Source: an optimization exercise on an open RTL-to-GDS flow (aim: a short achievable clock period). Production flows keep margins and buffers that such runs may drop. Function was not checked in any run shown here: the RTL went through the layout flow alone. No driver is modelled on the clock port, so clocking that relies on it looks cheaper here than on a real chip. Power and IR drop assume default switching activity.

[flow/flow/run.sh]
#!/bin/bash
# Own layout flow: the standard ORFS flow, with the port buffers
# inserted as regular buffers instead of the library's default pick.
set -euo pipefail
export BUFFER_PORTS_ARGS="-buffer_cell sky130_fd_sc_hd__buf_4"
bash standard.sh > standard.log 2>&1
[flow/standard.sh]
#!/bin/bash
# synth_recipe.tcl (not shown) runs the flow's synth.tcl, then flattens the netlist and writes it again
# the make line also repeats each setting of config.mk as NAME=value (left out here)
make -C /OpenROAD-flow-scripts/flow DESIGN_CONFIG=/design/flow/config.mk WORK_HOME=/design/flow/orfs CLKGATE_MAP_FILE= SYNTH_SCRIPT=/design/flow/synth_recipe.tcl "${@:-finish}"
[flow/config.mk]
export PLATFORM = sky130hd
export DESIGN_NAME = nb_engine
export DESIGN_NICKNAME = nb_engine
export VERILOG_FILES = /design/flow/design.v
export SDC_FILE = /design/flow/constraint.sdc
export NUM_CORES = 4
export LEC_CHECK = 0
export CAP_MARGIN = 20
export CORE_MARGIN = 2
export CORE_UTILIZATION = 40
export SETUP_SLACK_MARGIN = 2.5
export SLEW_MARGIN = 20
export SYNTH_HIERARCHICAL = 1
export SYNTH_MINIMUM_KEEP_SIZE = 0
[flow/constraint.sdc]
create_clock -name core_clock -period 4.5 [get_ports {clk}]
set_input_delay 0.9000 -clock core_clock [delete_from_list [all_inputs] [get_ports {clk}]]
set_output_delay 0.9000 -clock core_clock [all_outputs]
set_load 0.01 [all_outputs]
[flow/design.v]
module nb_engine (
    input  wire         clk,
    input  wire         rst,
    input  wire         cmd_valid,
    output wire         cmd_ready,
    input  wire [127:0] cmd_desc,
    output wire         busy,
    input  wire         src_valid,
    output wire         src_ready,
    input  wire [31:0]  src_data,
    output wire         dst_valid,
    output wire [31:0]  dst_data,
    input  wire [15:0]  cfg_wait_bound,
    input  wire         cfg_rfin_clk_low,
    output wire         bus_clk,
    output wire         bus_nrd,
    output wire         bus_start,
    output wire         bus_doe,
    output wire [7:0]   bus_dout,
    input  wire [7:0]   bus_din,
    input  wire         bus_nwait,
    output wire         irq_inhibit,
    input  wire [15:0]  owm_in,
    output wire         owm_we,
    output wire [15:0]  owm_wdata,
    output wire [1:0]   status_code,
    output wire [1:0]   status_where,
    output wire [31:0]  status_index,
    output wire [39:0]  status_addr
);
    localparam [15:0] M_BUS = 16'h01FF;
    localparam [7:0] OPC_POKE = 8'h01;
    localparam [7:0] OPC_PEEK = 8'h02;
    reg s_idle, s_end;
    reg s_a_nrd, s_a_start, s_a_dir, s_a_wait, s_a_ce1, s_a_ce2, s_a_ce3;
    reg s_a_drv, s_a_hi, s_a_lo, s_a_cx1, s_a_cx2;
    reg s_w_nrd, s_w_start, s_w_dir, s_w_ce1, s_w_ce2, s_w_ce3;
    reg s_w_drv, s_w_hi, s_w_lo, s_w_cx1, s_w_cx2, s_w_wait;
    reg s_r_dir, s_r_nrd, s_r_lo, s_r_hi, s_r_smp;
    reg s_f_clk, s_f_nrd, s_f_dir, s_f_wait;
    reg        busy_r, rdy_r, srdy_r;
    reg        ld_r;           
    reg        op_peek;
    reg        rfin_clk;       
    reg [39:0] a;
    reg        ca0;            
    reg        ca1;            
    reg [31:0] i;
    reg        ci0;            
    reg [31:0] left;
    reg        zl0;            
    reg        more0;          
    reg        more1;          
    reg        wdone_d;        
    reg [31:0] w;
    reg [4:0]  k;              
    reg [15:0] owm_saved;
    reg        b1;             
    reg        bnz;            
    reg [15:0] r;
    reg        r2;             
    reg        tmo;
    reg        clk_r, nrd_r, start_r, doe_r;
    reg [7:0]  dout_r;
    reg        irq_r;
    reg        owm_we_r;
    reg [15:0] owm_wdata_r;
    reg        dst_valid_r;
    reg [1:0]  st_code, st_where;
    reg [31:0] st_index;
    reg [39:0] st_addr;
    wire [7:0]  d_opc  = cmd_desc[127:120];
    wire [23:0] d_rsv  = cmd_desc[119:96];
    wire [31:0] d_n    = cmd_desc[95:64];
    wire [39:0] d_addr = cmd_desc[39:0];
    wire        d_peek, accept, contract, acc_end, acc_addr;
    nb_engine_dec u_dec (
        .opc(d_opc), .rsv(d_rsv), .n(d_n), .valid(cmd_valid), .idle(s_idle),
        .peek(d_peek), .accept(accept), .contract(contract),
        .acc_end(acc_end), .acc_addr(acc_addr)
    );
    wire in_wait  = s_a_wait | s_w_wait | s_f_wait;
    wire tmo_ev   = tmo & ~bus_nwait;           
    wire wdone    = s_w_wait & bus_nwait;
    wire rdone    = s_r_smp & k[3];
    wire inc      = wdone_d | rdone;
    wire to_rfin  = (s_a_cx2 & op_peek & ~more0) | (rdone & ~(more1 & ~ca0));
    wire wait_next_fresh = s_a_dir | s_w_cx2 | s_f_dir;
    wire [7:0] a_byte = ({8{k[0]}} & a[7:0])   | ({8{k[1]}} & a[15:8]) |
                        ({8{k[2]}} & a[23:16]) | ({8{k[3]}} & a[31:24]) |
                        ({8{k[4]}} & a[39:32]);
    wire [7:0] w_byte = ({8{k[0]}} & w[7:0])   | ({8{k[1]}} & w[15:8]) |
                        ({8{k[2]}} & w[23:16]) | ({8{k[3]}} & w[31:24]);
    wire st_ld   = tmo_ev & ~rst;
    wire st_hold = ~(rst | contract | s_end | tmo_ev);
    wire [3:0] w_smp = {4{s_r_smp}} & k[3:0];
    wire [31:0] w_nx =
        ({32{s_w_nrd}} & src_data) |
        ({{8{w_smp[3]}}, {8{w_smp[2]}}, {8{w_smp[1]}}, {8{w_smp[0]}}} & {4{bus_din}}) |
        ({32{~s_w_nrd}} & ~{{8{w_smp[3]}}, {8{w_smp[2]}}, {8{w_smp[1]}}, {8{w_smp[0]}}} & w);
    reg [7:0]  a0_inc;
    reg [15:0] a1_inc, a2_inc, i0_inc, i1_inc, l0_dec, l1_dec, r_dec;
    integer j;
    always @(*) begin
        for (j = 0; j < 8; j = j + 1)
            a0_inc[j] = a[j] ^ (&(a[7:0] | ~(8'hFF >> (8 - j))));
        for (j = 0; j < 16; j = j + 1) begin
            a1_inc[j] = a[8 + j]  ^ (&(a[23:8]  | ~(16'hFFFF >> (16 - j))));
            a2_inc[j] = a[24 + j] ^ (&(a[39:24] | ~(16'hFFFF >> (16 - j))));
            i0_inc[j] = i[j]      ^ (&(i[15:0]  | ~(16'hFFFF >> (16 - j))));
            i1_inc[j] = i[16 + j] ^ (&(i[31:16] | ~(16'hFFFF >> (16 - j))));
            l0_dec[j] = left[j]      ^ ~(|(left[15:0]  & (16'hFFFF >> (16 - j))));
            l1_dec[j] = left[16 + j] ^ ~(|(left[31:16] & (16'hFFFF >> (16 - j))));
            r_dec[j]  = r[j] ^ ~(|(r & (16'hFFFF >> (16 - j))));
        end
    end
    wire        ld_c  = ld_r;
    wire        inc_c = ~ld_r & inc;
    wire        hold_c = ~ld_r & ~inc;
    wire [39:0] a_inc = {(ca0 & ca1) ? a2_inc : a[39:24], ca0 ? a1_inc : a[23:8], a0_inc};
    wire [31:0] i_inc = {ci0 ? i1_inc : i[31:16], i0_inc};
    wire [31:0] l_dec = {zl0 ? l1_dec : left[31:16], l0_dec};
    wire owm_m = s_a_ce3 | s_w_ce3;
    wire owm_s = s_a_cx1 | s_w_cx1;
    assign cmd_ready    = rdy_r;
    assign busy         = busy_r;
    assign src_ready    = srdy_r;
    assign dst_valid    = dst_valid_r;
    assign dst_data     = w;
    assign bus_clk      = clk_r;
    assign bus_nrd      = nrd_r;
    assign bus_start    = start_r;
    assign bus_doe      = doe_r;
    assign bus_dout     = dout_r;
    assign irq_inhibit  = irq_r;
    assign owm_we       = owm_we_r;
    assign owm_wdata    = owm_wdata_r;
    assign status_code  = st_code;
    assign status_where = st_where;
    assign status_index = st_index;
    assign status_addr  = st_addr;
    always @(posedge clk) begin
        rfin_clk <= cfg_rfin_clk_low;
        b1       <= (cfg_wait_bound == 16'd1);
        bnz      <= (cfg_wait_bound != 16'd0);
        r   <= in_wait ? r_dec : cfg_wait_bound;
        r2  <= in_wait ? (r == 16'd3) : (cfg_wait_bound == 16'd2);
        tmo <= ~rst & bnz & ((wait_next_fresh & b1) |
                             (in_wait & ~bus_nwait & ~tmo & r2));
        wdone_d <= wdone;
        ca0   <= (a[7:0] == 8'hFF);
        ca1   <= (a[23:8] == 16'hFFFF);
        ci0   <= (i[15:0] == 16'hFFFF);
        zl0   <= (left[15:0] == 16'd0);
        more0 <= (left != 32'd0);
        more1 <= (left[31:1] != 31'd0);
        op_peek <= (ld_c & d_peek) | (~ld_c & op_peek);
        a       <= ({40{ld_c}} & d_addr) | ({40{inc_c}} & a_inc) | ({40{hold_c}} & a);
        i       <= ({32{inc_c}} & i_inc) | ({32{hold_c}} & i);
        left    <= ({32{ld_c}} & d_n) | ({32{inc_c}} & l_dec) | ({32{hold_c}} & left);
        w <= w_nx;
        if (s_a_ce3 | s_w_ce3 | s_r_nrd)
            k <= 5'b00001;
        else if ((s_a_lo & ~k[4]) | (s_w_lo & ~k[3]) | (s_r_smp & ~k[3]))
            k <= {k[3:0], 1'b0};
        owm_saved <= ({16{s_a_ce2 | s_w_ce2}} & owm_in) |
                     ({16{~(s_a_ce2 | s_w_ce2)}} & owm_saved);
        owm_wdata_r <= ({16{owm_m}} & M_BUS) | ({16{owm_s}} & owm_saved) |
                       ({16{~(owm_m | owm_s)}} & owm_wdata_r);
    end
    always @(posedge clk) begin
        st_index <= ({32{st_ld}} & i) | ({32{st_hold}} & st_index);
        st_addr  <= ({40{st_ld}} & a) | ({40{st_hold}} & st_addr);
        st_code  <= ({2{st_ld}} & 2'd1) | ({2{contract & ~rst}} & 2'd2) |
                    ({2{st_hold}} & st_code);
        st_where <= ({2{st_ld}} & {s_f_wait, s_w_wait}) |
                    ({2{contract & ~rst}} & 2'd3) | ({2{st_hold}} & st_where);
    end
    always @(posedge clk) begin
        if (rst) begin
            s_idle <= 1'b1; s_end <= 1'b0;
            s_a_nrd <= 1'b0; s_a_start <= 1'b0; s_a_dir <= 1'b0; s_a_wait <= 1'b0;
            s_a_ce1 <= 1'b0; s_a_ce2 <= 1'b0; s_a_ce3 <= 1'b0;
            s_a_drv <= 1'b0; s_a_hi <= 1'b0; s_a_lo <= 1'b0; s_a_cx1 <= 1'b0; s_a_cx2 <= 1'b0;
            s_w_nrd <= 1'b0; s_w_start <= 1'b0; s_w_dir <= 1'b0;
            s_w_ce1 <= 1'b0; s_w_ce2 <= 1'b0; s_w_ce3 <= 1'b0;
            s_w_drv <= 1'b0; s_w_hi <= 1'b0; s_w_lo <= 1'b0; s_w_cx1 <= 1'b0; s_w_cx2 <= 1'b0;
            s_w_wait <= 1'b0;
            s_r_dir <= 1'b0; s_r_nrd <= 1'b0; s_r_lo <= 1'b0; s_r_hi <= 1'b0; s_r_smp <= 1'b0;
            s_f_clk <= 1'b0; s_f_nrd <= 1'b0; s_f_dir <= 1'b0; s_f_wait <= 1'b0;
            busy_r      <= 1'b0;
            rdy_r       <= 1'b1;
            clk_r       <= 1'b0;
            nrd_r       <= 1'b1;
            start_r     <= 1'b0;
            doe_r       <= 1'b1;
            dout_r      <= 8'd0;
            irq_r       <= 1'b0;
            owm_we_r    <= 1'b0;
            dst_valid_r <= 1'b0;
        end else begin
            s_idle    <= (s_idle & ~accept) | s_end | tmo_ev;
            s_end     <= acc_end |
                         (wdone & ~more1) |
                         (s_f_wait & bus_nwait & ~more0);
            s_a_nrd   <= acc_addr |
                         (wdone & more1 & ca0) |
                         (s_f_wait & bus_nwait & more0);
            s_a_start <= s_a_nrd;
            s_a_dir   <= s_a_start;
            s_a_wait  <= s_a_dir | (s_a_wait & ~bus_nwait & ~tmo);
            s_a_ce1   <= s_a_wait & bus_nwait;
            s_a_ce2   <= s_a_ce1;
            s_a_ce3   <= s_a_ce2;
            s_a_drv   <= s_a_ce3 | (s_a_lo & ~k[4]);
            s_a_hi    <= s_a_drv;
            s_a_lo    <= s_a_hi;
            s_a_cx1   <= s_a_lo & k[4];
            s_a_cx2   <= s_a_cx1;
            s_w_nrd   <= (s_a_cx2 & ~op_peek) | (wdone & more1 & ~ca0) |
                         (s_w_nrd & ~src_valid);
            s_w_start <= s_w_nrd & src_valid;
            s_w_dir   <= s_w_start;
            s_w_ce1   <= s_w_dir;
            s_w_ce2   <= s_w_ce1;
            s_w_ce3   <= s_w_ce2;
            s_w_drv   <= s_w_ce3 | (s_w_lo & ~k[3]);
            s_w_hi    <= s_w_drv;
            s_w_lo    <= s_w_hi;
            s_w_cx1   <= s_w_lo & k[3];
            s_w_cx2   <= s_w_cx1;
            s_w_wait  <= s_w_cx2 | (s_w_wait & ~bus_nwait & ~tmo);
            s_r_dir   <= (s_a_cx2 & op_peek & more0) | (rdone & more1 & ~ca0);
            s_r_nrd   <= s_r_dir;
            s_r_lo    <= s_r_nrd | (s_r_smp & ~k[3]);
            s_r_hi    <= s_r_lo;
            s_r_smp   <= s_r_hi;
            s_f_clk   <= to_rfin & rfin_clk;
            s_f_nrd   <= (to_rfin & ~rfin_clk) | s_f_clk;
            s_f_dir   <= s_f_nrd;
            s_f_wait  <= s_f_dir | (s_f_wait & ~bus_nwait & ~tmo);
            if (accept) begin
                busy_r <= 1'b1;
                rdy_r  <= 1'b0;
            end else if (s_end | tmo_ev) begin
                busy_r <= 1'b0;
                rdy_r  <= 1'b1;
            end
            if (s_a_hi | s_w_hi | s_r_hi)
                clk_r <= 1'b1;
            else if (s_a_lo | s_w_lo | s_r_lo | s_f_clk)
                clk_r <= 1'b0;
            if (s_r_nrd)
                nrd_r <= 1'b0;
            else if (s_a_nrd | (s_w_nrd & src_valid) | s_f_nrd)
                nrd_r <= 1'b1;
            if (s_a_start)
                start_r <= 1'b1;
            else if (s_a_drv)
                start_r <= k[0];
            else if (s_w_start | s_w_drv)
                start_r <= 1'b0;
            if (s_r_dir)
                doe_r <= 1'b0;
            else if (s_a_dir | s_w_dir | s_f_dir)
                doe_r <= 1'b1;
            if (s_a_drv)
                dout_r <= a_byte;
            else if (s_w_drv)
                dout_r <= w_byte;
            if (s_a_ce1 | s_w_ce1)
                irq_r <= 1'b1;
            else if (s_a_cx2 | s_w_cx2)
                irq_r <= 1'b0;
            owm_we_r    <= owm_m | owm_s;
            dst_valid_r <= rdone;
        end
    end
    always @(posedge clk)
        ld_r <= rst | (~busy_r & ~accept) | s_end | tmo_ev;
    always @(posedge clk)
        srdy_r <= ~rst & ((s_a_cx2 & ~op_peek) | (wdone & more1 & ~ca0) |
                          (s_w_nrd & ~src_valid));
endmodule
module nb_engine_dec (
    input  wire [7:0]  opc,
    input  wire [23:0] rsv,
    input  wire [31:0] n,
    input  wire        valid,
    input  wire        idle,
    output wire        peek,
    output wire        accept,
    output wire        contract,
    output wire        acc_end,     
    output wire        acc_addr     
);
    wire opc_hi0 = (opc[7:2] == 6'd0);
    wire poke    = opc_hi0 & ~opc[1] &  opc[0];
    wire ok      = (rsv == 24'd0) & opc_hi0 & (opc[1] ^ opc[0]);
    wire n0      = (n == 32'd0);
    assign peek     = opc_hi0 & opc[1] & ~opc[0];
    assign accept   = idle & valid & ok;
    assign contract = idle & valid & ~ok;
    assign acc_end  = accept & poke & n0;
    assign acc_addr = accept & ~(poke & n0);
endmodule
==> results.env, run 1 <==
ASYNCSETRESETFLOPFRACSYNTH_PCT=0
PLACE.GP.CONGESTION=0.8296
P_SEQ_SHARE_PCT=48.2
MIN_PATH_TYPE='reg -> reg'
TIMING.SETUP.TNS_PS=0
POWER.SHARE.COMBINATIONAL_PCT=5.6
CP-END-KIND='flip-flop'
MIN_PERIOD_OVER_PERIOD_PCT=62.93
VIA_COUNT_OF_THE_FIRST_GLOBAL_ROUTING_PASS=10990
CTS.HTREE.LEVELS=2
FINALINSTANCEAREA_MM2=0.01781
CTSLONGESTPATHBUFFERS=3
CTS_NUM_SINKS=332
DIE_WIDTH_UM=186.1
FINAL_COMMON_CELL='sky130_fd_sc_hd__buf_4'
RUN_STATUS='complete, no violations'
SETUP_WS_PS=1668
LAYOUT-DRIVE-GT1-SHARE_PCT=27.01
WORSTSETUPSTARTPOINTTYPE='input port'
CLK_ROOT_BUFFER_CELL='sky130_fd_sc_hd__clkbuf_16'
GLOBAL_ROUTE.OVERFLOW_TOTAL=0
YS_FF_LATCH=332
DRV_SLEW=0
FLOORPLAN.INITIALDENSITY_PCT=40.67
YS.FLOP_TYPE='sky130_fd_sc_hd__dfxtp_1'
DIE-AREA_MM2=0.03464
PORT_BUFFERS=323
CRIT_FANOUT=6
NETLIST_INSTANCES=1406
TRITONCTS.NUM_BUFFERS=37
NET_COUNT_OF_THE_MAPPED_NETLIST=1644
CTS_HOLD_BUFFERS=0
ANTENNA_FOUND_INITIAL=0
DETAIL_ROUTE.VIAS_PER_CELL=5.384
GRT_FIRST_PASS_WIRELENGTH_MM=59.21
UNREPAIRED_SETUP_ENDPOINTS_AFTER_GLOBAL_ROUTING='yes'
DRT_PRE_ANTENNA_ITERS=7
NETLIST_TOP_CELLS_AREA='sky130_fd_sc_hd__dfxtp_1, sky130_fd_sc_hd__a22o_1, sky130_fd_sc_hd__nand2_1, sky130_fd_sc_hd__edfxtp_1, sky130_fd_sc_hd__a22oi_1'
CORE_AREA_MM2=0.03262
DETAILEDROUTE.FIRSTITERATIONVIOLATIONS=816
TRITONCTS='built'
FINAL_CELL_MIX='sky130_fd_sc_hd__buf_4, sky130_fd_sc_hd__dfxtp_1, sky130_fd_sc_hd__nand2_1'
FINALNETCOUNT=1951
PLACED_CELL_AREA_MM2=0.01601
MAX_SLEW.WORST_PIN.SLEW_PS=913.7
CP.REQUIRED_PS=4940
ROUTE.ANTENNA.REMAINING_NETS=0
GRT_MAX_DEGREE=78
CLK_PIN_SLEW_PS=60
FINALWORSTPATHREQUIREDPERIOD_PS=2832
FILLCELLCOUNT=3033
CLOCK_INSERTION_DELAY_WORST_SKEW_PS=530
MAXCLOCKFREQUENCY_MHz=353.1
TOTAL_SWITCHING_POWER_uW=1416
DRV_CAP=0
FINAL_CELL_COUNT_NO_FILL=2182
GRT.TOTAL_USAGE_PCT=21.71
POST-DP-HPWL_MM=27.30
SHARE_CLK_OF_TOTAL_POWER_PCT=46.2
SYNTHESIS.AREA_PER_INSTANCE_UM2=9.436
POWER.IR.VDD_WORST_mV=0.2891
SYNTHTOLAYOUTAREAGROWTH_PCT=34.26
PLACE.DETAILED.INSTANCES=2090
NETLIST_AREA_MM2=0.01327
CELL_INTERNAL_PWR_uW=4999
SKEW_PS=33.01
SETUP_VIOL=0
POST-ROUTE-DRC-COUNT=0
YS.WARNINGS.COUNT=7
SYNTH.YOSYS.SEQ_AREA_SHARE_PCT=51.38
ANTENNA-DIODE-COUNT=0
SYNTH-EDFF-COUNT=17
RELSLEWSLACK_PCT=38.94
ROUTE.FINAL.WIRE_LENGTH_MM=39.51
POWER.SHARE.SWITCHING_PCT=22.08
CP_DATA_ARRIVAL_TIME_PS=3270
CRIT_PATH_CLASS='in -> reg'
SYNTH_TOP_AREA_SHARE_PCT=47.53
POWERDENSITY_mW_PER_MM2=360.1
DIE-HEIGHT_UM=186.1
NUM_IO_PINS=348
PRECTSSETUPSLACK_PS=986.7
ROUTE.VIAS.TOTAL=11750
FINALHOLDVIOLCOUNT=0
WL_PER_CELL_UM=18.11
LEAKAGE_uW=0.007488
SYNTH_LARGEST_AREA_CELL='sky130_fd_sc_hd__dfxtp_1'
SITE_ROWS=66
LAYOUT.CORE_UTILIZATION_PCT=54.61
SYNTH.LIB_CELLS_USED.DISTINCT=65
[modules after synthesis, one instance, submodules excluded]
module,flops+latches,cells,cell area [um^2],times used
nb_engine_dec,0,33,202.7,1
nb_engine,332,1373,13060,1
[power groups by stage]
stage	clock, uW	combinational (uW)	sequential, uW
detailed placement	0	326	3150
global route	3150	394	3100
finish	2960	359	3090
floorplan	0	149	3120
CTS	3030	352	3090
global placement	0	321	3150
[final timing paths]
kind                 start          end  slack (ps)  depth (start not counted)
min reg2reg        s_r_dir        doe_r         440                          1
max          cmd_desc[123]  st_where[0]        1670                         10
max reg2reg           a[8]        a[20]        2550                          5
min                s_r_dir        doe_r         440                          1
[layer usage]
| metal | share of wire (%) | global-route usage (%) | routed length (um) |
|---|---|---|---|
| met1 | 44 | 28.93 | 17500 |
| met2 | 46 | 34.72 | 18050 |
| met3 | 6.8 | 4.128 | 2670 |
| met4 | 3.3 | 8.661 | 1287 |
| met5 | 0 | 0 | 0 |
[worst max-delay path, stage by stage]
cell and delay, ps:
sky130_fd_sc_hd__buf_6 90, sky130_fd_sc_hd__or4_4 520, sky130_fd_sc_hd__or4_4 490, sky130_fd_sc_hd__or4_4 430, sky130_fd_sc_hd__nor2b_4 150, sky130_fd_sc_hd__nor3_4 140, sky130_fd_sc_hd__buf_12 190, sky130_fd_sc_hd__buf_12 110
sky130_fd_sc_hd__buf_16 110, sky130_fd_sc_hd__a221o_1 130
[sequential cells by signal, indices dropped and copies added, names as in the netlist, 2 cells and up, named ones only]
name         flops
st_addr         40
st_index        32
st_code          2
i               32
r               16
w               32
owm_wdata_r     16
left            32
k                5
st_where         2
dout_r           8
a               40
[synth_stat cells (10+ instances only)]
cell	number
sky130_fd_sc_hd__a21oi_1	52
sky130_fd_sc_hd__inv_1	39
sky130_fd_sc_hd__or3_1	17
sky130_fd_sc_hd__nor2b_1	22
sky130_fd_sc_hd__a311oi_1	10
sky130_fd_sc_hd__nor3_1	11
sky130_fd_sc_hd__clkbuf_1	78
sky130_fd_sc_hd__or4_1	24
sky130_fd_sc_hd__o31ai_1	16
sky130_fd_sc_hd__a22o_1	79
sky130_fd_sc_hd__nand4_1	18
sky130_fd_sc_hd__nand2_1	168
sky130_fd_sc_hd__nor4_1	23
sky130_fd_sc_hd__edfxtp_1	17
sky130_fd_sc_hd__xnor2_1	16
sky130_fd_sc_hd__o21ai_0	64
sky130_fd_sc_hd__nor2_1	112
sky130_fd_sc_hd__dfxtp_1	315
sky130_fd_sc_hd__nand3_1	39
sky130_fd_sc_hd__xor2_1	33
sky130_fd_sc_hd__mux2i_1	15
sky130_fd_sc_hd__a31oi_1	30
sky130_fd_sc_hd__ha_1	32
sky130_fd_sc_hd__a22oi_1	57
[cell families (layout without fill, tap and decap cells)]
kind of cell	count (synthesis)	after routing	share of synthesized area, %
multiplexers	18	18	1.386
flip-flops	332	332	51.38
adder cells (fa/ha/maj)	32	32	3.018
XOR/XNOR	49	49	3.235
buffers and inverters	128	461	3.735
AO/OA/AOI/OAI	355	356	18.83
AND/OR/NAND/NOR	492	492	18.42
[area by class of cell]
type                       count  area (um^2)  share of cell area [%]
sequential                   332         6847                   38.44
multi-input combinational    947         6135                   34.44
timing repair buffer         355         2927                   16.43
clock buffer                  57         1124                   6.308
tap                          442        553.0                   3.105
inverter                      40        150.1                  0.8429
clock inverter                 9        77.57                  0.4355
[what timing repair did]
action / 4_1_cts / 5_1_grt
pin swaps: 9 / 18
endpoints found under the setup margin: 149 / 109
buffers inserted: 12 / 6
gates resized for setup: 26 / 38
cloned: 6 / 2
[through the flow]
| step | power, uW | hold WS (ps) |
|---|---|---|
| 3_5_place_dp | 3480 | 439.0 |
| 6_report | 6415 | 442.3 |
| 3_3_place_gp | 3474 | 431.2 |
| 2_1_floorplan | 3272 | 408.5 |
| 4_1_cts | 6472 | 448.0 |
| 5_1_grt | 6638 | 464.2 |
==> run 2: changes to the inputs <==
--- a/flow/design.v
+++ b/flow/design.v
@@ -40,5 +40,4 @@
     reg s_f_clk, s_f_nrd, s_f_dir, s_f_wait;
     reg        busy_r, rdy_r, srdy_r;
-    reg        ld_r;           
     reg        op_peek;
     reg        rfin_clk;       
@@ -52,6 +51,7 @@
     reg        more0;          
     reg        more1;          
-    reg        wdone_d;        
-    reg [31:0] w;
+    reg [31:0] w;              
+    reg [31:0] ws;             
+    reg        sel_ld, sel_inc, sel_hold;    
     reg [4:0]  k;              
     reg [15:0] owm_saved;
@@ -74,15 +74,15 @@
     wire [31:0] d_n    = cmd_desc[95:64];
     wire [39:0] d_addr = cmd_desc[39:0];
-    wire        d_peek, accept, contract, acc_end, acc_addr;
-    nb_engine_dec u_dec (
-        .opc(d_opc), .rsv(d_rsv), .n(d_n), .valid(cmd_valid), .idle(s_idle),
-        .peek(d_peek), .accept(accept), .contract(contract),
-        .acc_end(acc_end), .acc_addr(acc_addr)
-    );
+    wire        d_opc_hi0 = (d_opc[7:2] == 6'd0);
+    wire        d_poke = d_opc_hi0 & ~d_opc[1] &  d_opc[0];
+    wire        d_peek = d_opc_hi0 &  d_opc[1] & ~d_opc[0];
+    wire        d_ok   = (d_rsv == 24'd0) & d_opc_hi0 & (d_opc[1] ^ d_opc[0]);
+    wire        d_n0   = (d_n == 32'd0);
+    wire accept   = s_idle & cmd_valid & d_ok;
+    wire contract = s_idle & cmd_valid & ~d_ok;
     wire in_wait  = s_a_wait | s_w_wait | s_f_wait;
     wire tmo_ev   = tmo & ~bus_nwait;           
     wire wdone    = s_w_wait & bus_nwait;
     wire rdone    = s_r_smp & k[3];
-    wire inc      = wdone_d | rdone;
     wire to_rfin  = (s_a_cx2 & op_peek & ~more0) | (rdone & ~(more1 & ~ca0));
     wire wait_next_fresh = s_a_dir | s_w_cx2 | s_f_dir;
@@ -90,13 +90,11 @@
                         ({8{k[2]}} & a[23:16]) | ({8{k[3]}} & a[31:24]) |
                         ({8{k[4]}} & a[39:32]);
-    wire [7:0] w_byte = ({8{k[0]}} & w[7:0])   | ({8{k[1]}} & w[15:8]) |
-                        ({8{k[2]}} & w[23:16]) | ({8{k[3]}} & w[31:24]);
+    wire [7:0] w_byte = ({8{k[0]}} & ws[7:0])   | ({8{k[1]}} & ws[15:8]) |
+                        ({8{k[2]}} & ws[23:16]) | ({8{k[3]}} & ws[31:24]);
     wire st_ld   = tmo_ev & ~rst;
     wire st_hold = ~(rst | contract | s_end | tmo_ev);
-    wire [3:0] w_smp = {4{s_r_smp}} & k[3:0];
-    wire [31:0] w_nx =
-        ({32{s_w_nrd}} & src_data) |
-        ({{8{w_smp[3]}}, {8{w_smp[2]}}, {8{w_smp[1]}}, {8{w_smp[0]}}} & {4{bus_din}}) |
-        ({32{~s_w_nrd}} & ~{{8{w_smp[3]}}, {8{w_smp[2]}}, {8{w_smp[1]}}, {8{w_smp[0]}}} & w);
+    wire [3:0]  w_smp = {4{s_r_smp}} & k[3:0];
+    wire [31:0] w_sel = {{8{w_smp[3]}}, {8{w_smp[2]}}, {8{w_smp[1]}}, {8{w_smp[0]}}};
+    wire [31:0] w_nx  = (w_sel & {4{bus_din}}) | (~w_sel & w);
     reg [7:0]  a0_inc;
     reg [15:0] a1_inc, a2_inc, i0_inc, i1_inc, l0_dec, l1_dec, r_dec;
@@ -115,10 +113,12 @@
         end
     end
-    wire        ld_c  = ld_r;
-    wire        inc_c = ~ld_r & inc;
-    wire        hold_c = ~ld_r & ~inc;
+    wire        ld_c   = sel_ld;
+    wire        inc_c  = sel_inc;
+    wire        hold_c = sel_hold;
     wire [39:0] a_inc = {(ca0 & ca1) ? a2_inc : a[39:24], ca0 ? a1_inc : a[23:8], a0_inc};
     wire [31:0] i_inc = {ci0 ? i1_inc : i[31:16], i0_inc};
     wire [31:0] l_dec = {zl0 ? l1_dec : left[31:16], l0_dec};
+    wire nx_idle_nr = (~busy_r & ~accept) | s_end | tmo_ev;
+    wire nx_idle    = rst | nx_idle_nr;
     wire owm_m = s_a_ce3 | s_w_ce3;
     wire owm_s = s_a_cx1 | s_w_cx1;
@@ -148,5 +148,4 @@
         tmo <= ~rst & bnz & ((wait_next_fresh & b1) |
                              (in_wait & ~bus_nwait & ~tmo & r2));
-        wdone_d <= wdone;
         ca0   <= (a[7:0] == 8'hFF);
         ca1   <= (a[23:8] == 16'hFFFF);
@@ -159,5 +158,9 @@
         i       <= ({32{inc_c}} & i_inc) | ({32{hold_c}} & i);
         left    <= ({32{ld_c}} & d_n) | ({32{inc_c}} & l_dec) | ({32{hold_c}} & left);
-        w <= w_nx;
+        w  <= w_nx;
+        ws <= ({32{s_w_nrd}} & src_data) | ({32{~s_w_nrd}} & ws);
+        sel_ld   <= nx_idle;
+        sel_inc  <= ~rst & (wdone | (s_r_hi & k[3]));
+        sel_hold <= ~rst & ~nx_idle_nr & ~(wdone | (s_r_hi & k[3]));
         if (s_a_ce3 | s_w_ce3 | s_r_nrd)
             k <= 5'b00001;
@@ -201,8 +204,8 @@
         end else begin
             s_idle    <= (s_idle & ~accept) | s_end | tmo_ev;
-            s_end     <= acc_end |
+            s_end     <= (accept & d_poke & d_n0) |
                          (wdone & ~more1) |
                          (s_f_wait & bus_nwait & ~more0);
-            s_a_nrd   <= acc_addr |
+            s_a_nrd   <= (accept & ~(d_poke & d_n0)) |
                          (wdone & more1 & ca0) |
                          (s_f_wait & bus_nwait & more0);
@@ -278,29 +281,5 @@
     end
     always @(posedge clk)
-        ld_r <= rst | (~busy_r & ~accept) | s_end | tmo_ev;
-    always @(posedge clk)
         srdy_r <= ~rst & ((s_a_cx2 & ~op_peek) | (wdone & more1 & ~ca0) |
                           (s_w_nrd & ~src_valid));
 endmodule
-module nb_engine_dec (
-    input  wire [7:0]  opc,
-    input  wire [23:0] rsv,
-    input  wire [31:0] n,
-    input  wire        valid,
-    input  wire        idle,
-    output wire        peek,
-    output wire        accept,
-    output wire        contract,
-    output wire        acc_end,     
-    output wire        acc_addr     
-);
-    wire opc_hi0 = (opc[7:2] == 6'd0);
-    wire poke    = opc_hi0 & ~opc[1] &  opc[0];
-    wire ok      = (rsv == 24'd0) & opc_hi0 & (opc[1] ^ opc[0]);
-    wire n0      = (n == 32'd0);
-    assign peek     = opc_hi0 & opc[1] & ~opc[0];
-    assign accept   = idle & valid & ok;
-    assign contract = idle & valid & ~ok;
-    assign acc_end  = accept & poke & n0;
-    assign acc_addr = accept & ~(poke & n0);
-endmodule
==> flow/flow/run.sh (replaced) <==
#!/bin/bash
# Own layout flow: the standard ORFS flow (standard.sh), with
#  - the port buffers inserted as regular buffers (buf_4) instead of the
#    default pick (a delay cell),
#  - the slow OR/NOR-type cells with 3 or 4 series PMOS transistors added to
#    the platform's don't-use list, so that synthesis maps wide ORs to
#    NAND/NOR2 trees. ORFS re-derives DONT_USE_CELLS in each sub-make, so the
#    full list (platform's + ours) goes in through MAKEFLAGS.
set -euo pipefail
export BUFFER_PORTS_ARGS="-buffer_cell sky130_fd_sc_hd__buf_4"
slow=""
for c in or3 or3b or4 or4b or4bb nor3 nor3b nor4 nor4b nor4bb o31a o31ai o32a o32ai o41a o41ai o311a a2111o; do
  for d in 1 2 4; do
    slow="$slow sky130_fd_sc_hd__${c}_${d}"
  done
done
slow="$slow sky130_fd_sc_hd__o311ai_0 sky130_fd_sc_hd__o311ai_1 sky130_fd_sc_hd__o311ai_2 sky130_fd_sc_hd__o311ai_4"
slow="$slow sky130_fd_sc_hd__a2111oi_0 sky130_fd_sc_hd__a2111oi_1 sky130_fd_sc_hd__a2111oi_2 sky130_fd_sc_hd__a2111oi_4"
printf 'include %s/platforms/sky130hd/config.mk\nall:\n\t@echo "$(DONT_USE_CELLS)"\n' "$FLOW_HOME" > platform_dont_use.mk
platform=$(env -u DONT_USE_CELLS -u MAKEFLAGS make -s -f platform_dont_use.mk PLATFORM_DIR="$FLOW_HOME/platforms/sky130hd")
all=$(echo $platform $slow)
export MAKEFLAGS="DONT_USE_CELLS=${all// /\\ }"
echo "MAKEFLAGS=$MAKEFLAGS" > run_env.log
bash standard.sh > standard.log 2>&1
--- a/flow/config.mk
+++ b/flow/config.mk
@@ -6,4 +6,5 @@
 export NUM_CORES = 4
 export LEC_CHECK = 0
+export ABC_CLOCK_PERIOD_IN_PS = 1500
 export CAP_MARGIN = 20
 export CORE_MARGIN = 2
@@ -11,4 +12,2 @@
 export SETUP_SLACK_MARGIN = 2.5
 export SLEW_MARGIN = 20
-export SYNTH_HIERARCHICAL = 1
-export SYNTH_MINIMUM_KEEP_SIZE = 0
==> run 2 against run 1 <==
Still clean on timing, DRC and antenna; worst setup slack improved by 840 ps; first-iteration DRC count decreased by 4.5%; core utilization decreased by 2.2 points; total power increased by 11%; via count decreased by 2.8%; clock-buffer cell count decreased by 6; worst hold slack got worse by 6.3 ps; global-route usage decreased by 0.38 points; area after synthesis increased by 8.7%; final cell count decreased by 1.6%.
==> results.env, run 2 <==
CRITICAL_HOLD_PATH_STARTPOINT='s_r_dir'
PORT_BUFFERS=323
DRV_CAP=0
TOP_USAGE_LAYER='met2'
LAYOUT.CORE_UTILIZATION_PCT=52.44
MIN_PATH_TYPE='reg -> reg'
CP.REQUIRED_PS=3600
CTS_NUM_SINKS=365
POST-ROUTE-DRC-COUNT=0
NETLIST_AREA_MM2=0.01442
FINAL_CELL_MIX='sky130_fd_sc_hd__buf_4, sky130_fd_sc_hd__dfxtp_1, sky130_fd_sc_hd__nor2_1'
SETUP_VIOL=0
REGTOREGENDPOINT='a[32]'
FINAL_COMMON_CELL='sky130_fd_sc_hd__buf_4'
GRT_MAX_DEGREE=74
PLACE.GP.CONGESTION=0.7807
FLOORPLAN.INITIALDENSITY_PCT=40.55
GRT_FIRST_PASS_WIRELENGTH_MM=63.63
MIN_PERIOD_OVER_PERIOD_PCT=44.16
CPMAXSTAGEDELAYCELL='sky130_fd_sc_hd__edfxtp_1'
FINALNETCOUNT=1890
YS_FF_LATCH=365
MAX_SLEW.WORST_PIN.SLEW_PS=927.5
DIE_WIDTH_UM=193.9
TIMING.CRITICAL_PATH.BUF_INV=1
GROUTE.LAYER.MET1.USAGE_PCT=28.43
NUM_IO_PINS=348
TRITONCTS='built'
ANTENNA_FOUND_INITIAL=2
RUN_STATUS='complete, no violations'
VIA_COUNT_OF_THE_FIRST_GLOBAL_ROUTING_PASS=11270
FINALWORSTPATHREQUIREDPERIOD_PS=1987
ROUTE.VIAS.TOTAL=11420
DETAIL_ROUTE.VIAS_PER_CELL=5.320
CP_DATA_ARRIVAL_TIME_PS=1090
HOLDWS_PS=436.0
CP-END-KIND='output pin'
POWERDENSITY_mW_PER_MM2=382.0
LAYOUT-DRIVE-GT1-SHARE_PCT=26.31
CLK_ROOT_BUFFER_CELL='sky130_fd_sc_hd__clkbuf_16'
YS.WARNINGS.COUNT=1
POWER.IR.VDD_WORST_mV=0.2790
GRT.TOTAL_USAGE_PCT=21.32
ROUTE.FINAL.WIRE_LENGTH_MM=41.25
LAUNCH_INSTANCE_OF_THE_WORST_REGISTER_TO_REGISTER_PATH='a[24]'
SYNTH.LIB_CELLS_USED.DISTINCT=50
GLOBAL_ROUTE.USAGE.MET2_PCT=34.59
POST-DP-HPWL_MM=27.60
SYNTH.YOSYS.SEQ_AREA_SHARE_PCT=56.29
DETAILEDROUTE.FIRSTITERATIONVIOLATIONS=779
COUNT_OF_CELLS_ALONG_THE_WORST_HOLD_PATH=1
DRT_PRE_ANTENNA_ITERS=6
CRIT_PATH_CELL_TRACE='buf_6'
CORE_AREA_MM2=0.03557
WL_PER_CELL_UM=19.22
YS.FLOP_TYPE='sky130_fd_sc_hd__dfxtp_1'
DIE-HEIGHT_UM=193.9
TRITONCTS.NUM_BUFFERS=40
CLOCK_INSERTION_DELAY_WORST_SKEW_PS=550
ROUTE.ANTENNA.REMAINING_NETS=0
GLOBAL_ROUTE.OVERFLOW_TOTAL=0
CRIT_FANOUT=1
NETLIST_INSTANCES=1357
POST-SYNTH-TOP-COUNT-CELL='sky130_fd_sc_hd__dfxtp_1'
SYNTH_LARGEST_AREA_CELL='sky130_fd_sc_hd__dfxtp_1'
SITE_ROWS=69
NET_COUNT_OF_THE_MAPPED_NETLIST=1595
SYNTH-EDFF-COUNT=81
CTS.HTREE.LEVELS=2
SYNTHTOLAYOUTAREAGROWTH_PCT=29.33
USE_MET3_PCT=5.444
NETLIST_TOP_CELLS_AREA='sky130_fd_sc_hd__dfxtp_1, sky130_fd_sc_hd__edfxtp_1, sky130_fd_sc_hd__a22o_1, sky130_fd_sc_hd__nor2_1, sky130_fd_sc_hd__a22oi_1'
DIE-AREA_MM2=0.03759
REG2REGPATHDEPTH=8
R2R_SLACK_PS=2570
DRV_SLEW=0
WORSTSETUPSTARTPOINTTYPE='flip-flop'
ASYNCSETRESETFLOPFRACSYNTH_PCT=0
CTS_HOLD_BUFFERS=0
SYNTH_COMMONEST_CELLS='sky130_fd_sc_hd__dfxtp_1, sky130_fd_sc_hd__nor2_1, sky130_fd_sc_hd__a22o_1, sky130_fd_sc_hd__nand2_1, sky130_fd_sc_hd__edfxtp_1'
SYNTHESIS.AREA_PER_INSTANCE_UM2=10.63
CP_TOP_FAMILY='flip-flops'
UNREPAIRED_SETUP_ENDPOINTS_AFTER_GLOBAL_ROUTING='yes'
MAXCLOCKFREQUENCY_MHz=503.2
CTSLONGESTPATHBUFFERS=3
TIMING.CRITICAL_PATH.SLOWEST_CELL_DELAY_PS=410
TIMING.SETUP.TNS_PS=0
FINALHOLDVIOLCOUNT=0
LEAKAGE_uW=0.007723
TIMING.HOLD.WORST_ENDPOINT='doe_r'
RELSLEWSLACK_PCT=38.09
SYNTH_TOP_AREA_SHARE_PCT=39.42
CRIT_PATH_CLASS='reg -> out'
SKEW_PS=14.63
CLK_PIN_SLEW_PS=60
## run 2: cell types whose count changed in the layout (fill, tap and decap cells not counted), moves of 16 or more
cell | previous run | this run
sky130_fd_sc_hd__and4_1 | 3 | 20
sky130_fd_sc_hd__or3_1 | 16 | 0
sky130_fd_sc_hd__nor2_1 | 111 | 135
sky130_fd_sc_hd__nand2_1 | 167 | 82
sky130_fd_sc_hd__dfxtp_1 | 301 | 270
sky130_fd_sc_hd__nor4_1 | 21 | 0
sky130_fd_sc_hd__or4_1 | 19 | 0
sky130_fd_sc_hd__inv_1 | 39 | 59
sky130_fd_sc_hd__edfxtp_1 | 17 | 81
sky130_fd_sc_hd__a222oi_1 | 9 | 36
## run 2: final cells by class
cell class              instances  area [um^2]
inverters                      60        225.2
repair buffers                334         2556
well taps                     461        576.8
clock inverters                23        221.5
multi-input cells             851         5793
clock buffers                  51         1135
flip-flops and latches        365         8143
diodes                          1        2.502
fillers                      3189        16920
## run 2: kinds of logic after synthesis
group                      count (synthesis)  share of synthesized area (%)
adders and majority gates                 32                          2.776
xor gates and xnor gates                  74                          4.494
AOI/OAI and AO/OA                        347                          17.83
muxes                                     15                          1.110
DFF                                      365                          56.29
buffers and inverters                    144                          4.398
and+or+nand+nor                          380                          13.11
## run 2: through the flow
step,total power (uW),cells,cell area [um^2],worst slack [ps]
after global placement,3829,2065,17090,1717
after global routing,7383,2145,18650,2448
after CTS,7210,2145,18560,2471
final,7126,2146,18650,2513
after detailed placement,3837,2065,17090,1697
after floorplan,3653,1357,14420,2378
## run 2: repair_timing
item                                    CTS  global route
resized for setup                        21            23
cloned                                    3             0
hold endpoints to repair                  0             0
pin swaps                                 2             4
endpoints found under the setup margin   87            48
buffers inserted                          3             0
## run 2: layer usage
layer,part of all wire [%],up-vias,wire length [um]
met4,1.7,2,701
met2,46,344,18990
met5,0.032,-,13
met1,45,5475,18580
met3,7.2,46,2963
li1,-,5550,-
## run 2: worst max path at each step
stage                  endpoint  depth (start not counted)  slack (ps)     startpoint
finish              dst_data[3]                          1        2510      flip-flop
detailed placement  st_index[8]                          5        1700            rst
global placement    st_index[0]                          5        1720            rst
floorplan            st_addr[0]                          7        2380  cmd_desc[121]
CTS                 dst_data[3]                          1        2470      flip-flop
global route              a[32]                          8        2450          a[24]
## run 2: power by group
part | switching (uW) | internal (uW) | total, uW
logic | 137 | 188 | 325
registers | 65.1 | 3390 | 3460
clock network | 1330 | 2010 | 3340
==> run 3: changes to the inputs <==
--- a/flow/flow/run.sh
+++ b/flow/flow/run.sh
@@ -22,3 +22,5 @@
 export MAKEFLAGS="DONT_USE_CELLS=${all// /\\ }"
 echo "MAKEFLAGS=$MAKEFLAGS" > run_env.log
+# after CTS, drive the leaf buffers from four root buffers (flow/root4_cts.tcl)
+export POST_CTS_TCL="$PWD/flow/root4_cts.tcl"
 bash standard.sh > standard.log 2>&1
==> flow/flow/root4_cts.tcl (new file) <==
# Rebuild the top of the clock tree that TritonCTS made: keep its leaf
# buffers (each drives a cluster of flip-flops), drop the buffers above them,
# and drive the leaves from four root buffers, one per quadrant of the leaves,
# each placed at the centre of its leaves and fed from the clock port.
set block [ord::get_db_block]
set clk_net [$block findNet clk]
set master [[ord::get_db] findMaster sky130_fd_sc_hd__clkbuf_16]

# the buffers of the clock tree above the leaves, and the leaves
set upper {}
set leaves {}
foreach inst [$block getInsts] {
  set name [$inst getName]
  if {[string match "clkbuf_leaf_*" $name]} {
    lappend leaves $inst
  } elseif {[string match "clkbuf_*_clk" $name] || [string match "clkbuf_*__f_clk" $name]} {
    lappend upper $inst
  }
}
puts "root4_cts: [llength $leaves] leaf buffers, [llength $upper] upper buffers"

# drop the upper buffers and their output nets
foreach inst $upper {
  set out ""
  foreach it [$inst getITerms] {
    if {[$it isOutputSignal]} { set out [$it getNet] }
  }
  foreach it [$inst getITerms] { $it disconnect }
  odb::dbInst_destroy $inst
  if {$out ne "" && $out ne "NULL"} {
    foreach it [$out getITerms] { $it disconnect }
    odb::dbNet_destroy $out
  }
}

# split the leaves into quadrants at the median x and y
set xs {}
set ys {}
foreach l $leaves {
  set bb [$l getBBox]
  lappend xs [expr {([$bb xMin] + [$bb xMax]) / 2}]
  lappend ys [expr {([$bb yMin] + [$bb yMax]) / 2}]
}
set sx [lsort -integer $xs]
set sy [lsort -integer $ys]
set mx [lindex $sx [expr {[llength $sx] / 2}]]
set my [lindex $sy [expr {[llength $sy] / 2}]]
array set group {}
foreach l $leaves x $xs y $ys {
  set q [expr {($x >= $mx ? 1 : 0) + ($y >= $my ? 2 : 0)}]
  lappend group($q) [list $l $x $y]
}

set n 0
foreach q [lsort [array names group]] {
  set members $group($q)
  set cx 0
  set cy 0
  foreach m $members {
    set cx [expr {$cx + [lindex $m 1]}]
    set cy [expr {$cy + [lindex $m 2]}]
  }
  set cx [expr {$cx / [llength $members]}]
  set cy [expr {$cy / [llength $members]}]
  set buf [odb::dbInst_create $block $master "clkbuf_root_$q"]
  set net [odb::dbNet_create $block "clknet_root_$q"]
  $net setSigType CLOCK
  [$buf findITerm A] connect $clk_net
  [$buf findITerm X] connect $net
  foreach m $members {
    [[lindex $m 0] findITerm A] disconnect
    [[lindex $m 0] findITerm A] connect $net
  }
  $buf setLocation [expr {$cx - [$master getWidth] / 2}] [expr {$cy - [$master getHeight] / 2}]
  $buf setPlacementStatus PLACED
  puts "root4_cts: clkbuf_root_$q drives [llength $members] leaves"
  incr n
}
detailed_placement
estimate_parasitics -placement
report_clock_latency
==> run 3 against run 2 <==
Clock power shrank 6%; combinational power up 9.8%; via count up 0.82%; final cell count is 0.61% higher; critical path type is now in -> reg; largest power group unchanged; clock skew up 20 ps.
==> results.env, run 3 <==
POWER.IR.VDD_WORST_mV=0.2771
SETUP_WS_PS=2471
WIRELENGTH_MET1_MM=18.31
CP_TOP_FAMILY='simple AND/OR/NAND/NOR gates'
ROUTED-WL-MET3_MM=3.335
FILLCELLCOUNT=3172
MIN_PERIOD_OVER_PERIOD_PCT=45.10
SYNTH.YOSYS.SEQ_AREA_SHARE_PCT=56.29
ROUTE.TOP_LAYER_USED='met5'
DIE-AREA_MM2=0.03759
POST-DP-HPWL_MM=27.60
FINALINSTANCEAREA_MM2=0.01888
PRECTSSETUPSLACK_PS=1697
WL_MET2_MM=19.62
TIMING.CRITICAL_PATH.SLOWEST_CELL_DELAY_PS=250
SYNTH_TOP_AREA_SHARE_PCT=39.42
DRT_PRE_ANTENNA_ITERS=6
CP_DATA_ARRIVAL_TIME_PS=2260
PLACED_CELL_AREA_MM2=0.01709
CPMAXSTAGEDELAYCELL='sky130_fd_sc_hd__and4b_4'
SYNTH-EDFF-COUNT=81
RUN_STATUS='complete, no violations'
CP.REQUIRED_PS=4730
ROUTE.VIAS.TOTAL=11510
DETAILEDROUTE.FIRSTITERATIONVIOLATIONS=824
PLACE.GP.CONGESTION=0.7807
CTS_NUM_SINKS=365
SYNTH_LARGEST_AREA_CELL='sky130_fd_sc_hd__dfxtp_1'
VIA_COUNT_OF_THE_FIRST_GLOBAL_ROUTING_PASS=11230
MIN_PATH_TYPE='reg -> reg'
LEAKAGE_uW=0.007826
SITE_ROWS=69
FINAL_COMMON_CELL='sky130_fd_sc_hd__buf_4'
SYNTH_COMMONEST_CELLS='sky130_fd_sc_hd__dfxtp_1, sky130_fd_sc_hd__nor2_1, sky130_fd_sc_hd__a22o_1, sky130_fd_sc_hd__nand2_1, sky130_fd_sc_hd__edfxtp_1'
WL_PER_CELL_UM=19.43
SETUP_VIOL=0
FINAL_CELL_MIX='sky130_fd_sc_hd__buf_4, sky130_fd_sc_hd__dfxtp_1, sky130_fd_sc_hd__nor2_1'
NETLIST_INSTANCES=1357
CP-END-KIND='flip-flop'
NETLIST_AREA_MM2=0.01442
FINALHOLDVIOLCOUNT=0
SYNTHTOLAYOUTAREAGROWTH_PCT=30.90
SYNTH.LIB_CELLS_USED.DISTINCT=50
POWERDENSITY_mW_PER_MM2=368.8
GLOBAL_ROUTE.OVERFLOW_TOTAL=0
TIMING.SETUP.TNS_PS=0
GRT_FIRST_PASS_WIRELENGTH_MM=63.49
GRT_MAX_DEGREE=74
MAXCLOCKFREQUENCY_MHz=492.8
ANTENNA_FOUND_INITIAL=2
NUM_IO_PINS=348
WORSTSETUPSTARTPOINTTYPE='input port'
LAYOUT.CORE_UTILIZATION_PCT=53.08
CLK_PIN_SLEW_PS=60
UNREPAIRED_SETUP_ENDPOINTS_AFTER_GLOBAL_ROUTING='yes'
CRIT_PATH_CELL_TRACE='buf_8 -> xor2_1 -> and4_1 -> and4b_4 -> buf_12 -> o21a_4 -> buf_12 -> a22o_1'
SYNTHESIS.AREA_PER_INSTANCE_UM2=10.63
PORT_BUFFERS=323
FINALWORSTPATHREQUIREDPERIOD_PS=2029
SKEW_PS=34.62
YS_FF_LATCH=365
POST-SYNTH-TOP-COUNT-CELL='sky130_fd_sc_hd__dfxtp_1'
NETLIST_TOP_CELLS_AREA='sky130_fd_sc_hd__dfxtp_1, sky130_fd_sc_hd__edfxtp_1, sky130_fd_sc_hd__a22o_1, sky130_fd_sc_hd__nor2_1, sky130_fd_sc_hd__a22oi_1'
LAYOUT-DRIVE-GT1-SHARE_PCT=27.09
TIMING.CRITICAL_PATH.BUF_INV=3
CRIT_FANOUT=11
POST-ROUTE-DRC-COUNT=0
NET_COUNT_OF_THE_MAPPED_NETLIST=1595
CRITICAL_PATH.MOST_COMMON_CELL='sky130_fd_sc_hd__buf_12'
YS.WARNINGS.COUNT=1
MAX_SLEW.WORST_PIN.SLEW_PS=929.6
ASYNCSETRESETFLOPFRACSYNTH_PCT=0
CLOCK_INSERTION_DELAY_WORST_SKEW_PS=370
DIE-HEIGHT_UM=193.9
DIE_WIDTH_UM=193.9
DRV_SLEW=0
DETAIL_ROUTE.VIAS_PER_CELL=5.332
RELSLEWSLACK_PCT=37.94
TRITONCTS='built'
FINALNETCOUNT=1904
ROUTE.ANTENNA.REMAINING_NETS=0
GRT.TOTAL_USAGE_PCT=21.16
YS.FLOP_TYPE='sky130_fd_sc_hd__dfxtp_1'
FLOORPLAN.INITIALDENSITY_PCT=40.55
DRV_CAP=0
CRIT_PATH_CLASS='in -> reg'
ANTENNA-DIODE-COUNT=0
CORE_AREA_MM2=0.03557
ROUTE.FINAL.WIRE_LENGTH_MM=41.95
==> run 3: cell types whose count changed in the layout (fill, tap and decap cells not counted), sizes merged <==
cell    previous run  this run
clkbuf            51        53
diode              1         0
buf              334       346
==> run 3: where the power goes <==
group	leakage [uW]	internal [uW]	switching (uW)	total, uW
sequential	0.00306	3390	64.9	3460
combinational	0.00414	212	145	357
clock	0.000629	1900	1250	3150
total	0.00783	5500	1460	6960
==> run 3: final timing paths <==
| path | endpoint | cells after the start | from | slack, ps |
|---|---|---|---|---|
| min reg2reg | doe_r | 1 | s_r_dir | 430 |
| min | doe_r | 1 | s_r_dir | 430 |
| max | st_addr[30] | 8 | cmd_desc[120] | 2470 |
| max reg2reg | a[16] | 8 | a[8] | 2590 |
==> run 3: cell families (layout without fill, tap and decap cells) <==
kind of cell | Yosys count | in the layout | share of synthesized area [%]
AOI/OAI and AO/OA | 347 | 350 | 17.83
and+or+nand+nor | 380 | 380 | 13.11
muxes | 15 | 15 | 1.110
adders and majority gates | 32 | 32 | 2.776
DFF | 365 | 365 | 56.29
xor gates and xnor gates | 74 | 74 | 4.494
buffers and inverters | 144 | 482 | 4.398
==> run 3: cell type report, clock buffers not listed <==
type | count | area [um^2] | share of cell area (%)
timing repair buffer | 351 | 2836 | 15.02
tap | 461 | 576.8 | 3.055
multi-input combinational | 851 | 5814 | 30.80
clock inverter | 22 | 205.2 | 1.087
inverter | 60 | 225.2 | 1.193
sequential | 365 | 8145 | 43.14
timing repair inverter | 1 | 16.27 | 0.08616
buffer | 4 | 100.1 | 0.5302
==> run 3: per-stage QoR <==
| step | cells | total power (uW) | hold slack (ps) |
|---|---|---|---|
| floorplan | 1357 | 3653 | 408.5 |
| global placement | 2065 | 3829 | 418.6 |
| detailed placement | 2065 | 3837 | 425.5 |
| global route | 2159 | 7211 | 450.0 |
| finish | 2159 | 6962 | 433.2 |
==> run 3: metal layers <==
metal  vias to the layer above  track usage, %
met5                         -               0
met4                         4           4.686
met3                        51           5.149
met2                       370           34.72
met1                      5518           28.36
li1                       5568               -
==> run 4: changes to the inputs <==
--- a/flow/design.v
+++ b/flow/design.v
@@ -74,11 +74,21 @@
     wire [31:0] d_n    = cmd_desc[95:64];
     wire [39:0] d_addr = cmd_desc[39:0];
-    wire        d_opc_hi0 = (d_opc[7:2] == 6'd0);
-    wire        d_poke = d_opc_hi0 & ~d_opc[1] &  d_opc[0];
-    wire        d_peek = d_opc_hi0 &  d_opc[1] & ~d_opc[0];
-    wire        d_ok   = (d_rsv == 24'd0) & d_opc_hi0 & (d_opc[1] ^ d_opc[0]);
-    wire        d_n0   = (d_n == 32'd0);
-    wire accept   = s_idle & cmd_valid & d_ok;
-    wire contract = s_idle & cmd_valid & ~d_ok;
+    wire        d_peek, accept, acc_end, acc_addr;
+    wire [3:0]  contract_g;
+    nb_engine_dec u_dec (
+        .opc(d_opc), .rsv(d_rsv), .n(d_n), .valid(cmd_valid), .idle(s_idle),
+        .peek(d_peek), .accept(accept), .contract(),
+        .acc_end(acc_end), .acc_addr(acc_addr)
+    );
+    genvar g;
+    generate
+        for (g = 0; g < 4; g = g + 1) begin : g_dec
+            nb_engine_dec u_dec_st (
+                .opc(d_opc), .rsv(d_rsv), .n(d_n), .valid(cmd_valid), .idle(s_idle),
+                .peek(), .accept(), .contract(contract_g[g]),
+                .acc_end(), .acc_addr()
+            );
+        end
+    endgenerate
     wire in_wait  = s_a_wait | s_w_wait | s_f_wait;
     wire tmo_ev   = tmo & ~bus_nwait;           
@@ -92,6 +102,16 @@
     wire [7:0] w_byte = ({8{k[0]}} & ws[7:0])   | ({8{k[1]}} & ws[15:8]) |
                         ({8{k[2]}} & ws[23:16]) | ({8{k[3]}} & ws[31:24]);
-    wire st_ld   = tmo_ev & ~rst;
-    wire st_hold = ~(rst | contract | s_end | tmo_ev);
+    wire        st_ld = tmo_ev & ~rst;
+    wire [75:0] st_q  = {st_where, st_code, st_index, st_addr};
+    wire [75:0] st_lv = {s_f_wait, s_w_wait, 2'd1, i, a};
+    wire [75:0] st_cv = {2'd3, 2'd2, 72'd0};
+    reg  [75:0] st_nx;
+    integer b;
+    always @(*) begin
+        for (b = 0; b < 76; b = b + 1)
+            st_nx[b] = (st_ld & st_lv[b]) |
+                       (contract_g[b / 19] & ~rst & st_cv[b]) |
+                       (~(rst | contract_g[b / 19] | s_end | tmo_ev) & st_q[b]);
+    end
     wire [3:0]  w_smp = {4{s_r_smp}} & k[3:0];
     wire [31:0] w_sel = {{8{w_smp[3]}}, {8{w_smp[2]}}, {8{w_smp[1]}}, {8{w_smp[0]}}};
@@ -116,7 +136,9 @@
     wire        inc_c  = sel_inc;
     wire        hold_c = sel_hold;
-    wire [39:0] a_inc = {(ca0 & ca1) ? a2_inc : a[39:24], ca0 ? a1_inc : a[23:8], a0_inc};
-    wire [31:0] i_inc = {ci0 ? i1_inc : i[31:16], i0_inc};
-    wire [31:0] l_dec = {zl0 ? l1_dec : left[31:16], l0_dec};
+    wire [39:0] a_inc_c = {(ca0 & ca1) ? a2_inc : a[39:24], ca0 ? a1_inc : a[23:8], a0_inc};
+    wire [31:0] i_inc_c = {ci0 ? i1_inc : i[31:16], i0_inc};
+    wire [31:0] l_dec_c = {zl0 ? l1_dec : left[31:16], l0_dec};
+    reg  [39:0] a_inc;
+    reg  [31:0] i_inc, l_dec;
     wire nx_idle_nr = (~busy_r & ~accept) | s_end | tmo_ev;
     wire nx_idle    = rst | nx_idle_nr;
@@ -159,4 +181,7 @@
         left    <= ({32{ld_c}} & d_n) | ({32{inc_c}} & l_dec) | ({32{hold_c}} & left);
         w  <= w_nx;
+        a_inc <= a_inc_c;
+        i_inc <= i_inc_c;
+        l_dec <= l_dec_c;
         ws <= ({32{s_w_nrd}} & src_data) | ({32{~s_w_nrd}} & ws);
         sel_ld   <= nx_idle;
@@ -173,10 +198,5 @@
     end
     always @(posedge clk) begin
-        st_index <= ({32{st_ld}} & i) | ({32{st_hold}} & st_index);
-        st_addr  <= ({40{st_ld}} & a) | ({40{st_hold}} & st_addr);
-        st_code  <= ({2{st_ld}} & 2'd1) | ({2{contract & ~rst}} & 2'd2) |
-                    ({2{st_hold}} & st_code);
-        st_where <= ({2{st_ld}} & {s_f_wait, s_w_wait}) |
-                    ({2{contract & ~rst}} & 2'd3) | ({2{st_hold}} & st_where);
+        {st_where, st_code, st_index, st_addr} <= st_nx;
     end
     always @(posedge clk) begin
@@ -204,8 +224,8 @@
         end else begin
             s_idle    <= (s_idle & ~accept) | s_end | tmo_ev;
-            s_end     <= (accept & d_poke & d_n0) |
+            s_end     <= acc_end |
                          (wdone & ~more1) |
                          (s_f_wait & bus_nwait & ~more0);
-            s_a_nrd   <= (accept & ~(d_poke & d_n0)) |
+            s_a_nrd   <= acc_addr |
                          (wdone & more1 & ca0) |
                          (s_f_wait & bus_nwait & more0);
@@ -284,2 +304,24 @@
                           (s_w_nrd & ~src_valid));
 endmodule
+module nb_engine_dec (
+    input  wire [7:0]  opc,
+    input  wire [23:0] rsv,
+    input  wire [31:0] n,
+    input  wire        valid,
+    input  wire        idle,
+    output wire        peek,
+    output wire        accept,
+    output wire        contract,
+    output wire        acc_end,     
+    output wire        acc_addr     
+);
+    wire opc_hi0 = (opc[7:2] == 6'd0);
+    wire poke    = opc_hi0 & ~opc[1] &  opc[0];
+    wire ok      = (rsv == 24'd0) & opc_hi0 & (opc[1] ^ opc[0]);
+    wire n0      = (n == 32'd0);
+    assign peek     = opc_hi0 & opc[1] & ~opc[0];
+    assign accept   = idle & valid & ok;
+    assign contract = idle & valid & ~ok;
+    assign acc_end  = accept & poke & n0;
+    assign acc_addr = accept & ~(poke & n0);
+endmodule
--- a/flow/config.mk
+++ b/flow/config.mk
@@ -6,5 +6,4 @@
 export NUM_CORES = 4
 export LEC_CHECK = 0
-export ABC_CLOCK_PERIOD_IN_PS = 1500
 export CAP_MARGIN = 20
 export CORE_MARGIN = 2
@@ -12,2 +11,4 @@
 export SETUP_SLACK_MARGIN = 2.5
 export SLEW_MARGIN = 20
+export SYNTH_HIERARCHICAL = 1
+export SYNTH_MINIMUM_KEEP_SIZE = 0
==> run 4 against run 3 <==
Maximum frequency rose by 7.1%; worst hold slack got worse by 31 ps; critical path depth fell by 1; via count rose by 11%; synthesized cell count rose by 13%; critical endpoint is now st_where[1]; combinational power barely moved; critical path type unchanged; flip-flop and latch count rose by 104; worst setup slack improved by 140 ps; still clean; area after synthesis rose by 19%.
==> results.env, run 4 <==
RUN_STATUS='complete, no violations'
FINAL_CELL_MIX='sky130_fd_sc_hd__dfxtp_1, sky130_fd_sc_hd__buf_4, sky130_fd_sc_hd__nor2_1'
R2R_SLACK_PS=2680
LAUNCH_INSTANCE_OF_THE_WORST_REGISTER_TO_REGISTER_PATH='sel_inc'
POST-ROUTE-DRC-COUNT=0
TIMING.HOLD.WORST_ENDPOINT='left[22]'
FINAL_COMMON_CELL='sky130_fd_sc_hd__dfxtp_1'
SKEW_PS=57.57
DRT_PRE_ANTENNA_ITERS=7
GRT_MAX_DEGREE=80
RELSLEWSLACK_PCT=30.25
GRT.TOTAL_USAGE_PCT=19.78
SHARE_CLK_OF_TOTAL_POWER_PCT=45.2
CP_DATA_ARRIVAL_TIME_PS=2130
PLACE.DETAILED.INSTANCES=2322
ANTENNA_FOUND_INITIAL=7
SYNTHESIS.AREA_PER_INSTANCE_UM2=11.13
CTS_NUM_SINKS=469
REG2REGPATHDEPTH=3
CP.REQUIRED_PS=4740
SYNTHTOLAYOUTAREAGROWTH_PCT=26.93
HOLDWS_PS=402.2
DETAIL_ROUTE.VIAS_PER_CELL=5.279
LAYOUT-DRIVE-GT1-SHARE_PCT=25.52
SETUP_VIOL=0
TRITONCTS='built'
CRIT_FANOUT=18
ROUTE.FINAL.WIRE_LENGTH_MM=45.11
MIN_PERIOD_OVER_PERIOD_PCT=42.09
FINALNETCOUNT=2074
CRITICAL_HOLD_PATH_STARTPOINT='l_dec[22]'
TIMING.SETUP.TNS_PS=0
DRV_CAP=0
DETAILEDROUTE.FIRSTITERATIONVIOLATIONS=1217
MAX_SLEW.WORST_PIN.SLEW_PS=1046
WORSTSETUPSTARTPOINTTYPE='input port'
DIE_WIDTH_UM=210.9
POST-DP-HPWL_MM=31.09
POWER.IR.VDD_WORST_mV=0.2412
ROUTE.ANTENNA.REMAINING_NETS=0
SITE_ROWS=75
CLOCK_INSERTION_DELAY_WORST_SKEW_PS=400
VIA_COUNT_OF_THE_FIRST_GLOBAL_ROUTING_PASS=12370
NETLIST_AREA_MM2=0.01712
CLK_PIN_SLEW_PS=70
CP-END-KIND='flip-flop'
FINAL_CELL_COUNT_NO_FILL=2420
UNREPAIRED_SETUP_ENDPOINTS_AFTER_GLOBAL_ROUTING='no'
CRIT_PATH_CLASS='in -> reg'
CORE_AREA_MM2=0.04213
FIN_TOTAL_PWR_uW=8720
FLOORPLAN.INITIALDENSITY_PCT=40.62
YS.WARNINGS.COUNT=7
FILLCELLCOUNT=3754
DIE-HEIGHT_UM=210.9
POWER.SHARE.SWITCHING_PCT=20.55
P_SEQ_SHARE_PCT=50.7
POWER.SHARE.COMBINATIONAL_PCT=4.1
GRT_FIRST_PASS_WIRELENGTH_MM=69.51
ROUTE.VIAS.TOTAL=12780
MIN_PATH_TYPE='reg -> reg'
MAXCLOCKFREQUENCY_MHz=527.9
FINALWORSTPATHREQUIREDPERIOD_PS=1894
PORT_BUFFERS=323
LEAKAGE_uW=0.009349
DIE-AREA_MM2=0.04446
NETLIST_INSTANCES=1538
DRV_SLEW=0
GLOBAL_ROUTE.OVERFLOW_TOTAL=0
PLACE.GP.CONGESTION=0.8091
POWERDENSITY_mW_PER_MM2=401.3
REGTOREGENDPOINT='a[22]'
NUM_IO_PINS=348
WL_PER_CELL_UM=18.64
TOTAL_SWITCHING_POWER_uW=1792
FINALHOLDVIOLCOUNT=0
COUNT_OF_CELLS_ALONG_THE_WORST_HOLD_PATH=2
NET_COUNT_OF_THE_MAPPED_NETLIST=1776
CELL_INTERNAL_PWR_uW=6928
==> run 4: cell count changes in the layout (fill, tap and decap cells not counted), sizes merged, moves of 25 or more <==
cell and delta:
a222oi +44, a22o +26, a22oi -29, dfxtp +104
inv +54, nor2 +75, o21ai -60, xnor2 +25
==> run 4: layout make-up, clock buffers not listed <==
| type | count | area [um^2] | area share, % |
|---|---|---|---|
| flip-flops and latches | 469 | 10240 | 47.14 |
| multi-input cells | 875 | 6158 | 28.35 |
| repair buffers | 331 | 2601 | 11.97 |
| well taps | 539 | 674.4 | 3.104 |
| inverters | 111 | 416.7 | 1.918 |
| clock inverters | 20 | 202.7 | 0.9330 |
| plain buffers | 4 | 100.1 | 0.4607 |
| repair inverters | 2 | 28.78 | 0.1325 |
| diodes | 4 | 10.01 | 0.04607 |
==> run 4: worst max path at each step <==
stage                             start            to  slack (ps)
after floorplan               bus_nwait    st_addr[6]        2510
after global placement              rst  st_index[13]        2050
final                     cmd_desc[121]   st_where[1]        2610
after detailed placement            rst  st_index[19]        2010
after global routing      cmd_desc[121]  st_index[14]        2530
==> run 4: worst max-delay path, stage by stage <==
cell	delay (ps)
sky130_fd_sc_hd__buf_4	150
sky130_fd_sc_hd__xor2_1	160
sky130_fd_sc_hd__and4_1	210
sky130_fd_sc_hd__nand4_2	90
sky130_fd_sc_hd__nor2b_4	220
sky130_fd_sc_hd__nor2_8	110
sky130_fd_sc_hd__a221o_1	300
==> run 4: metrics by stage <==
stage                     worst slack (ps)  util [%]  area [um^2]
after floorplan                       2507         -        17160
after global placement                2054     47.27        19920
after detailed placement              2012     47.27        19920
after global routing                  2526     51.55        21720
final                                 2606     51.56        21730
==> run 4: power by group through the flow <==
| stage | registers [uW] | clock network [uW] | logic, uW |
|---|---|---|---|
| floorplan | 4490 | 0 | 168 |
| global placement | 4510 | 0 | 342 |
| detailed placement | 4510 | 0 | 354 |
| global route | 4430 | 4200 | 399 |
| finish | 4420 | 3940 | 359 |
==> run 4: metal layers <==
metal,share of wire (%),GRT usage (%)
met5,0.055,0
met4,2.7,6.581
met3,8.3,4.951
met2,46,31.97
met1,43,25.93

## what the ideal ports hide
How much do the figures lean on ideal ports? The routed layouts below were timed once more, with nothing changed but the port constraints.
Step 1: set_driving_cell puts a clkbuf_16 on clk and a buf_2 on each other input, an assumption about the parent block.
Step 2 moves the port delays by t, midway between the first and last clock arrival at a register: inputs arrive t later, outputs are due t later. That takes back most of the time a late clock gives input paths.
Slacks: ideal / step 1 / step 2; pairs: ideal / step 1.
run | t, ns | slack for setup (ns) | pins driven straight from the clock port
run 1 | 0.558 | 1.668 / 1.685 / 1.127 | 1
run 2 | 0.597 | 2.513 / 2.462 / 2.061 | 1
run 3 | 0.456 | 2.471 / 2.537 / 2.081 | 4
run 4 | 0.491 | 2.606 / 2.539 / 2.197 | 4
After both steps setup and hold are still met in every run listed. The setup slack of run 1, which loses most, moves by +0.017 ns with the drivers and by -0.541 ns with both steps.
